Source: an optimization exercise on an open RTL-to-GDS flow (aim: small area, a short achievable clock period and few clock cycles). Production flows keep margins and buffers that such runs may drop.

==> inputs of run G <==
// pcwlc_core
module pcwlc_core (
    input  wire        clk,
    input  wire        rst,
    input  wire        host_we,
    input  wire [2:0]  host_addr,
    input  wire [63:0] host_wdata,
    output wire [31:0] status,
    output wire [63:0] res,
    output wire [63:0] res2,
    output wire [31:0] erraddr,
    output reg         port_req,
    output reg         port_we,
    output reg  [1:0]  port_size,     
    output reg  [16:0] port_addr,
    output reg  [31:0] port_wdata,
    input  wire        port_ack,
    input  wire [1:0]  port_fail,     
    input  wire [31:0] port_rdata,
    input  wire [63:0] now
);
    localparam [2:0] C_OK      = 3'd0;
    localparam [2:0] C_NOTFND  = 3'd1;
    localparam [2:0] C_ALIGN   = 3'd2;
    localparam [2:0] C_RANGE   = 3'd3;
    localparam [2:0] C_UNSUP   = 3'd4;
    localparam [2:0] C_IOFAIL  = 3'd5;
    localparam [2:0] C_ILLEGAL = 3'd6;
    localparam [4:0] OP_CFG_READ   = 5'h01;
    localparam [4:0] OP_CFG_WRITE  = 5'h02;
    localparam [4:0] OP_FIND_STD   = 5'h03;
    localparam [4:0] OP_FIND_EXT   = 5'h04;
  ...
Settings: LEC_CHECK=0, CAP_MARGIN=20, CORE_MARGIN=2, CORE_UTILIZATION=40, SETUP_SLACK_MARGIN=4.5, SLEW_MARGIN=20; clock period 8.0 ns.
run.sh (not shown) runs the stock make flow with config.mk's settings and CLKGATE_MAP_FILE= SYNTH_SCRIPT=/design/flow/synth_recipe.tcl, a recipe that flattens the netlist after the stock synthesis.
==> run P (differences from run G) <==
--- a/flow/design.v
+++ b/flow/design.v
@@ -9,13 +9,13 @@
     output wire [63:0] res2,
     output wire [31:0] erraddr,
     output reg         port_req,
     output reg         port_we,
     output reg  [1:0]  port_size,     
     output reg  [16:0] port_addr,
-    output reg  [31:0] port_wdata,
+    output wire [31:0] port_wdata,
     input  wire        port_ack,
     input  wire [1:0]  port_fail,     
     input  wire [31:0] port_rdata,
     input  wire [63:0] now
 );
     localparam [2:0] C_OK      = 3'd0;
@@ -61,24 +61,25 @@
     reg [2:0]  code;
     reg [1:0]  iokind;
     reg        errv;        
     reg        resv;        
     reg        res1;        
     reg [63:0] res_q;       
-    reg        dl_hi;       
+    reg        dl_hi_n;     
     reg [2:0]  rs2c;        
     reg [4:0]  state;
     reg [4:0]  op;
     reg [1:0]  wc;
     reg        f;
     reg [15:0] imm;         
     reg        again;
     reg [11:0] cur;
     reg [8:0]  trip;        
     reg [63:0] lop;         
-    reg [64:0] wake;
+    reg [64:0] wake_n;      
+    assign port_wdata = res_q[31:0];
     assign status  = {22'd0, iokind & {2{done}}, 1'b0, code & {3{done}}, 1'b0, pf, done, busy};
     assign erraddr = {15'd0, port_addr & {17{errv & done}}};
     assign res     = (res_q & {64{resv}}) | {63'd0, res1};
     reg [15:0] res2_hi;
     always @(*) begin
         case (rs2c)
@@ -206,16 +207,67 @@
             c_req   = 1'b0;
             c_code  = C_ILLEGAL;
             c_errv  = 1'b0;
             c_state = S_FIN;
         end
     end
-    wire [63:0] add_b = busy ? lop : opa;
-    wire [64:0] nsum  = {1'b0, now} + {1'b0, add_b};
-    wire        past_wake = ({1'b0, now} >= wake);
-    wire        past_dl   = ({1'b0, now} >= {dl_hi, res_q});
+    reg  [64:0] add_b;
+    reg         add_c;
+    always @(*) begin
+        if (!busy) begin
+            add_b = {1'b0, opa};
+            add_c = 1'b0;
+        end else if (state == S_POLL) begin
+            add_b = {dl_hi_n, res_q};
+            add_c = 1'b1;
+        end else if (state == S_SLEEP) begin
+            add_b = wake_n;
+            add_c = 1'b1;
+        end else begin
+            add_b = {1'b0, lop};
+            add_c = 1'b0;
+        end
+    end
+    localparam integer AW = 66;
+    localparam integer AL = 7;                  
+    wire [AW-1:0] ad_a = {2'b0, now};
+    wire [AW-1:0] ad_b = {1'b0, add_b};
+    wire [AW-1:0] ad_p = ad_a ^ ad_b;
+    wire [AW-1:0] ad_g = (ad_a & ad_b) | {{(AW-1){1'b0}}, ad_p[0] & add_c};
+    wire [AW-1:0] bk_g [0:2*AL];
+    wire [AW-1:0] bk_p [0:2*AL];
+    assign bk_g[0] = ad_g;
+    assign bk_p[0] = ad_p;
+    genvar bl, bi;
+    generate
+        for (bl = 0; bl < AL; bl = bl + 1) begin : g_up
+            for (bi = 0; bi < AW; bi = bi + 1) begin : g_bit
+                if (((bi + 1) % (2 << bl)) == 0) begin : g_node
+                    assign bk_g[bl+1][bi] = bk_g[bl][bi] | (bk_p[bl][bi] & bk_g[bl][bi-(1<<bl)]);
+                    assign bk_p[bl+1][bi] = bk_p[bl][bi] & bk_p[bl][bi-(1<<bl)];
+                end else begin : g_copy
+                    assign bk_g[bl+1][bi] = bk_g[bl][bi];
+                    assign bk_p[bl+1][bi] = bk_p[bl][bi];
+                end
+            end
+        end
+        for (bl = AL - 1; bl >= 0; bl = bl - 1) begin : g_dn
+            for (bi = 0; bi < AW; bi = bi + 1) begin : g_bit
+                if (((bi + 1) % (2 << bl)) == (1 << bl) && (bi + 1) > (2 << bl)) begin : g_node
+                    assign bk_g[2*AL-bl][bi] = bk_g[2*AL-bl-1][bi] | (bk_p[2*AL-bl-1][bi] & bk_g[2*AL-bl-1][bi-(1<<bl)]);
+                    assign bk_p[2*AL-bl][bi] = bk_p[2*AL-bl-1][bi];
+                end else begin : g_copy
+                    assign bk_g[2*AL-bl][bi] = bk_g[2*AL-bl-1][bi];
+                    assign bk_p[2*AL-bl][bi] = bk_p[2*AL-bl-1][bi];
+                end
+            end
+        end
+    endgenerate
+    wire [AW-1:0] ad_cy = bk_g[2*AL];           
+    wire [65:0]   nsum  = ad_p ^ {ad_cy[AW-2:0], add_c};
+    wire        past      = nsum[65];
     wire        lop_zero  = (lop == 64'd0);
     wire        ack  = port_req && port_ack;
     wire        okk  = (port_fail == 2'd0);
     wire [31:0] rd   = port_rdata;
     wire is_std   = (op == OP_FIND_STD);
     wire is_rs    = (op == OP_READ_STAT);
@@ -378,25 +430,25 @@
                 state    <= c_state;
             end else if (state == S_FIN) begin
                 busy  <= 1'b0;
                 done  <= 1'b1;
                 state <= S_IDLE;
             end else if (state == S_POLL) begin
-                if (past_dl) begin
+                if (past) begin
                     code  <= C_OK;
                     busy  <= 1'b0;
                     done  <= 1'b1;
                     state <= S_IDLE;
-                end else if (past_wake) begin
+                end else if (lop_zero) begin
                     port_req <= 1'b1;
                     state    <= S_ST;
                 end else begin
                     state <= S_SLEEP;
                 end
             end else if (state == S_SLEEP) begin
-                if (past_wake) begin
+                if (past) begin
                     port_req <= 1'b1;
                     state    <= (op == OP_HOT_RESET) ? S_RMWR : S_ST;
                 end
             end else if (ack) begin
                 if (!okk) begin
                     port_req <= 1'b0;
@@ -434,19 +486,19 @@
             f     <= c_f;
             imm   <= (c_op == OP_SET_SPEED) ? {13'd0, speed_code} : c_imm;
             lop   <= (c_op == OP_WAIT_TRAIN) ? opb : opa;
             again <= 1'b0;
             cur   <= 12'h100;
             trip  <= ext_trip1;
-            res_q <= nsum[63:0];
-            dl_hi <= nsum[64];
+            res_q[63:32] <= ~nsum[63:32];
+            res_q[31:0]  <= (c_op == OP_CFG_WRITE) ? opa[31:0] : ~nsum[31:0];
+            dl_hi_n      <= ~nsum[64];
             port_we    <= (c_op == OP_CFG_WRITE);
-            port_wdata <= opa[31:0];
             port_addr  <= c_addr;
             port_size  <= c_size;
-        end else if ((state == S_POLL || state == S_SLEEP) && past_wake) begin
+        end else if ((state == S_POLL && !past && lop_zero) || (state == S_SLEEP && past)) begin
             port_we   <= 1'b0;
             port_size <= 2'd1;
             port_addr <= (op == OP_HOT_RESET) ? 17'h03E : 17'h006;
         end else if (ack && okk) begin
             case (state)
                 S_CFGR: begin
@@ -461,13 +513,13 @@
                                         (wc == 2'd1) ? {16'd0, rd[15:0]} : rd;
                     end
                 end
                 S_CFGW: begin
                     again      <= 1'b1;
                     port_addr  <= addr_p4;
-                    port_wdata <= lop[63:32];
+                    res_q[31:0] <= lop[63:32];
                 end
                 S_ST: begin
                     port_addr <= 17'h00E;
                     port_size <= 2'd0;
                 end
                 S_HT: begin
@@ -491,33 +543,33 @@
                     trip      <= trip - 9'd1;
                     port_addr <= {5'd0, nx};
                     res_q     <= {52'd0, cur};
                 end
                 S_RMWR: begin
                     port_we    <= 1'b1;
-                    port_wdata <= {16'd0, (rd[15:0] | rmw_set) & ~rmw_clr};
+                    res_q[31:0] <= {16'd0, (rd[15:0] | rmw_set) & ~rmw_clr};
                 end
                 S_RMWW: begin
                     again   <= 1'b1;
                     port_we <= 1'b0;
-                    wake    <= nsum;
+                    wake_n  <= ~nsum[64:0];
                 end
                 S_CAP: begin
                     port_addr <= addr_lc2;
                 end
                 S_LC2R: begin
                     port_we    <= 1'b1;
-                    port_wdata <= {16'd0, rd[15:4], 1'b0, imm[2:0]};
+                    res_q[31:0] <= {16'd0, rd[15:4], 1'b0, imm[2:0]};
                 end
                 S_LC2W: begin
                     again     <= 1'b1;
                     port_we   <= 1'b0;
                     port_addr <= 17'h006;
                 end
                 S_LS: begin
-                    wake <= nsum;
+                    wake_n <= ~nsum[64:0];
                     if (is_rs) res_q <= {32'd0, ls_res};
                 end
                 S_HRHT: begin
                     port_addr <= 17'h03E;
                     port_size <= 2'd1;
                 end
SETUP_SLACK_MARGIN = 3   (was 4.5)
==> comparison table <==
                                                                            run P           run G
Status                                                             finished clean  finished clean
Met1 global-route usage                                                    41.69%          43.99%
Data buffer area share                                                     14.82%          15.48%
Placer congestion estimate                                                 0.9953          0.9785
Multi-input gates                                                            2270            2783
Endpoint of the worst register-to-register path                         res_q[11]        state[3]
Average vias per placed instance                                            6.049           6.044
Adder-Cell Fraction of Synth Area                                          6.487%          8.706%
Endpoint, Worst Hold                                                      opb[39]         opb[31]
Number of clock sinks                                                         408             440
Global-route wire length before repair                             166500 microns  204300 microns
Worst path arrival time                                                   6.32 ns         4.51 ns
Final cell count without fillers                                             4194            5223
Combined area of all synthesized cells                              0.02716 sq mm   0.03142 sq mm
Standard-cell row count                                                        95             102
Number of antenna violations at the first check in global routing              11               8
Seq/Total Area, Yosys                                                      39.37%          37.09%
CP required                                                               8.31 ns         8.34 ns
No run of this note included a check of the RTL's function; only the layout flow was run.

[port drivers added, routing unchanged]
The flow's constraints put no driver on any port. The routed layouts listed below were extracted and timed again, unchanged, in two steps.
Step 1 assumes that a clkbuf_16 drives the clock port and a buf_2 every other input.
Step 2 moves the port delays by t, midway between the first and last clock arrival at a register: inputs arrive t later, outputs are due t later. That takes back most of the time a late clock gives input paths.
Three values: ideal ports, drivers, drivers and shift; two values: the first two.
| run | t, ns | setup slack, ns | clock arrival spread, ns | worst register clock-pin slew, ns | worst slew at a driven data input, ns |
|---|---|---|---|---|---|
| run G | 0.693 | 3.838 / 3.847 / 3.154 | 0.041 / 0.042 | 0.07 / 0.07 | 0.13 |
| run P | 0.655 | 1.985 / 2.006 / 1.351 | 0.041 / 0.040 | 0.07 / 0.07 | 0.05 |
After both steps every run listed still meets setup and hold. For run G, which loses most, drivers alone change the setup slack by +0.009 ns; drivers and shift together by -0.684 ns.
